Context: an optimization exercise on an open-source flow, tuned for small area, a short achievable clock period and few clock cycles per item. The choices shown serve that exercise and are no tape-out recipe. At most, simulation tests tie the RTL to the original design; equivalence was not proved. Power figures rest on the tool's default switching activity, not on a simulated workload.

==> flow/design.v (excerpt) <==
module j1587_msgdec (
    input  wire         clk,
    input  wire         rst,
    input  wire         start,
    input  wire [255:0] frame,
    input  wire [5:0]   frame_len,
    output reg          done,
    output reg  [3:0]   err,
    output reg  [7:0]   mid,
    output reg  [3:0]   nparams,
    output reg  [80:0]  par_pid,    
    output reg  [44:0]  par_pos,    
    output reg  [44:0]  par_dlen    
);
Size: about 2000 cells after synthesis, roughly 240 flip-flops, about 450 I/O pins, about 21000 sq um of cells after synthesis.
==> flow/config.mk <==
export PLATFORM = sky130hd
export DESIGN_NAME = j1587_msgdec
export DESIGN_NICKNAME = j1587_msgdec
export VERILOG_FILES = /design/flow/design.v
export SDC_FILE = /design/flow/constraint.sdc
export NUM_CORES = 4
export LEC_CHECK = 0
export CAP_MARGIN = 20
export CORE_MARGIN = 2
export CORE_UTILIZATION = 40
export SETUP_SLACK_MARGIN = 3.5
export SLEW_MARGIN = 20
==> flow/constraint.sdc <==
create_clock -name core_clock -period 7.0 [get_ports {clk}]
set_input_delay 1.4000 -clock core_clock [delete_from_list [all_inputs] [get_ports {clk}]]
set_output_delay 1.4000 -clock core_clock [all_outputs]
set_load 0.01 [all_outputs]
standard.sh (not shown) runs the stock make flow with config.mk's settings and CLKGATE_MAP_FILE= SYNTH_SCRIPT=/design/flow/synth_recipe.tcl, a recipe that flattens the netlist after the stock synthesis.
==> flow/flow/run.sh <==
#!/bin/bash
# The standard layout, with plain buffers (buf_1) on the ports instead of
# the flow's default port buffer cell.
export BUFFER_PORTS_ARGS="-buffer_cell sky130_fd_sc_hd__buf_1"
bash standard.sh > standard.log 2>&1
The starting point finished clean.
Edit:
- SETUP_SLACK_MARGIN: 3.5 -> 3.0
After rerunning: The changed run finished with timing, DRC and antenna clean. Setup slack gets better by 3.1 ps. Clock-buffer cell count fell by 2. Wire length is lower by 3.1%. Clock power increases by about 10%. Cell area drops by 6.7%. Power went down by about 11%. Global-route usage falls by 0.79 points. Critical path depth came out higher by 1. Register-to-register slack gets worse by 80 ps.
No functional check of the RTL was part of any run of this note.


Setup of yarrow:
Another version of the RTL of j1587_msgdec (not shown whole).
Size: ~450 I/O pins, roughly 20000 µm² of cells after synthesis.
clock: 7.0 ns
lec_check: 0
cap_margin: 20
core_margin: 2
core_utilization: 70
setup_slack_margin: 2.5
slew_margin: 20
==> flow/flow/run.sh <==
#!/bin/bash
# The standard layout, with two changes:
#  - plain buffers (buf_1) on the ports instead of the flow's default port
#    buffer cell;
#  - after the standard synthesis, fixinv.py removes the inverters that
#    synthesis leaves around full adders (choosing, per full adder, whether
#    it takes its inputs complemented); Yosys then proves the new netlist
#    equivalent to synthesis's, and the flow goes on from the new netlist
#    (or from synthesis's own, if anything here fails).
export BUFFER_PORTS_ARGS="-buffer_cell sky130_fd_sc_hd__buf_1"
bash standard.sh synth > synth.log 2>&1 || exit 1
R=orfs/results/sky130hd/j1587_msgdec/base
LIB=$FLOW_HOME/platforms/sky130hd/lib/sky130_fd_sc_hd__tt_025C_1v80.lib
cp $R/1_2_yosys.v synth_netlist.v
if python3 flow/fixinv.py synth_netlist.v fixed_netlist.v > fixinv.log 2>&1; then
  cat > eq.ys <<EOY
read_liberty -ignore_miss_func $LIB
read_verilog synth_netlist.v
rename $FLOW_TOP gold
read_verilog fixed_netlist.v
rename $FLOW_TOP gate
flatten
opt_clean
cd gate
rename -hide w:_* w:fixinv*
cd gold
rename -hide w:_*
cd
equiv_make gold gate equiv
hierarchy -top equiv
equiv_simple -seq 2
equiv_induct
equiv_status -assert
EOY
  if timeout 1200 yosys -q eq.ys > eq.log 2>&1; then
    echo "equivalence proven; using fixed_netlist.v" >> fixinv.log
    cp fixed_netlist.v $R/1_2_yosys.v
    rm -f $R/1_synth.odb $R/1_synth.sdc
  else
    echo "equivalence not proven; using synthesis's netlist" >> fixinv.log
  fi
fi
bash standard.sh > standard.log 2>&1
Other scripts of this flow, unchanged in this note and not shown: flow/flow/fixinv.py
yarrow: it failed during 5_1_grt, and the tool reported GRT-0232.
Testbench counts of yarrow, summed over its fixed seeds: cycles 6,133, frames 2,400.
For harbor, these inputs were changed with respect to yarrow:
Settings: swapping 70 for 60 in CORE_UTILIZATION; putting ABC_AREA at 1 where nothing was set; swapping 2.5 for 3.0 in SETUP_SLACK_MARGIN.
Results
FAIL: yarrow; every other run in harbor and yarrow is clean
yarrow: it failed with a tool error in 5_1_grt, so there are no final results.
| pre-CTS setup slack | harbor vs yarrow | worse |
harbor vs yarrow — final weighted congestion of routability-driven global placement climbed by a few percent
The higher instance area after placement came out of harbor.
Against yarrow, harbor reports a half-perimeter wire length after detailed placement that is higher.
In the metrics for harbor and yarrow, the one carrying the lower floorplan die width is yarrow.
The quantity of gates resized following cts in harbor was higher than what yarrow gave.
Comparing harbor and yarrow, the higher post-CTS setup repair buffer count is on harbor.
yarrow → harbor: number of standard-cell rows in the floorplan increased by about 11% relative to the old numbers; area after synthesis went up; initial standard-cell utilization of the core lower.
Modified inputs, sierra compared to harbor
Settings: changing SETUP_SLACK_MARGIN from 3.0 to 2.5; removing ABC_AREA (formerly 1).
==> comparison <==
- The final layout from sierra, which completed every stage, passed the timing, DRC and antenna checks at the end of the flow.
- Cell type of the slowest stage on the worst timing path: sky130_fd_sc_hd__fa_1 -> sierra, sky130_fd_sc_hd__fa_2 -> harbor
- Of sierra and harbor, it is sierra that has the lower combinational group share of total power.
- In sierra, the final critical-path setup slack came out 0.18 ns below the value in harbor.
- On critical path depth: sierra sits above harbor.
The following lists how cedar was set up differently from sierra:
Settings: a change of SETUP_SLACK_MARGIN from 2.5 to 3.0.
cedar — part of the power in combinational logic 2.1 points higher, sierra as reference. Against sierra, cell area in cedar came out worse. sierra vs cedar, critical path capture point: csb_q[35] vs cpos[4]. On cedar: multi-input gate share of total cell area is 1.2 points lower than what sierra gave. Depth of the critical timing path with buffers and inverters included, cedar and sierra: higher on sierra. Sort cedar and sierra by global-route usage over all layers asc -> top: sierra. sierra has a higher proportion of cell area occupied by registers than cedar. Compared to sierra, the router laid down more metal wire for cedar.

## afterwards: timing with drivers on the ports
How much do the figures lean on ideal ports? The routed layouts below were timed once more, with nothing changed but the port constraints. Step 1 sets driving cells, clkbuf_16 on the clock port and buf_2 on the other inputs (assumed; they add their load-dependent delay and slew). Step 2 also shifts input and output timing later by t, the mid clock arrival at the registers, as if the neighbouring blocks saw the same clock. Slacks: ideal / step 1 / step 2; pairs: ideal / step 1.
run | t, ns | setup slack, ns | worst setup path after step 2 | latest minus earliest clock arrival (ns) | slew at the worst register clock pin (ns)
the first run of note 1 | 0.621 | 2.792 / 2.803 / 2.181 | input to register | 0.019 / 0.019 | 0.07 / 0.07
the second run of note 1 | 0.617 | 2.796 / 2.809 / 2.191 | input to register | 0.015 / 0.015 | 0.07 / 0.07
harbor | 0.611 | 2.700 / 2.736 / 2.125 | input to register | 0.039 / 0.039 | 0.08 / 0.08
sierra | 0.585 | 2.515 / 2.516 / 1.930 | input to register | 0.027 / 0.027 | 0.07 / 0.07
cedar | 0.589 | 2.842 / 2.797 / 2.208 | input to register | 0.024 / 0.024 | 0.07 / 0.07
After both steps every run listed still meets setup and hold. The setup slack of cedar, which loses most, moves by -0.045 ns with the drivers and by -0.634 ns with both steps.
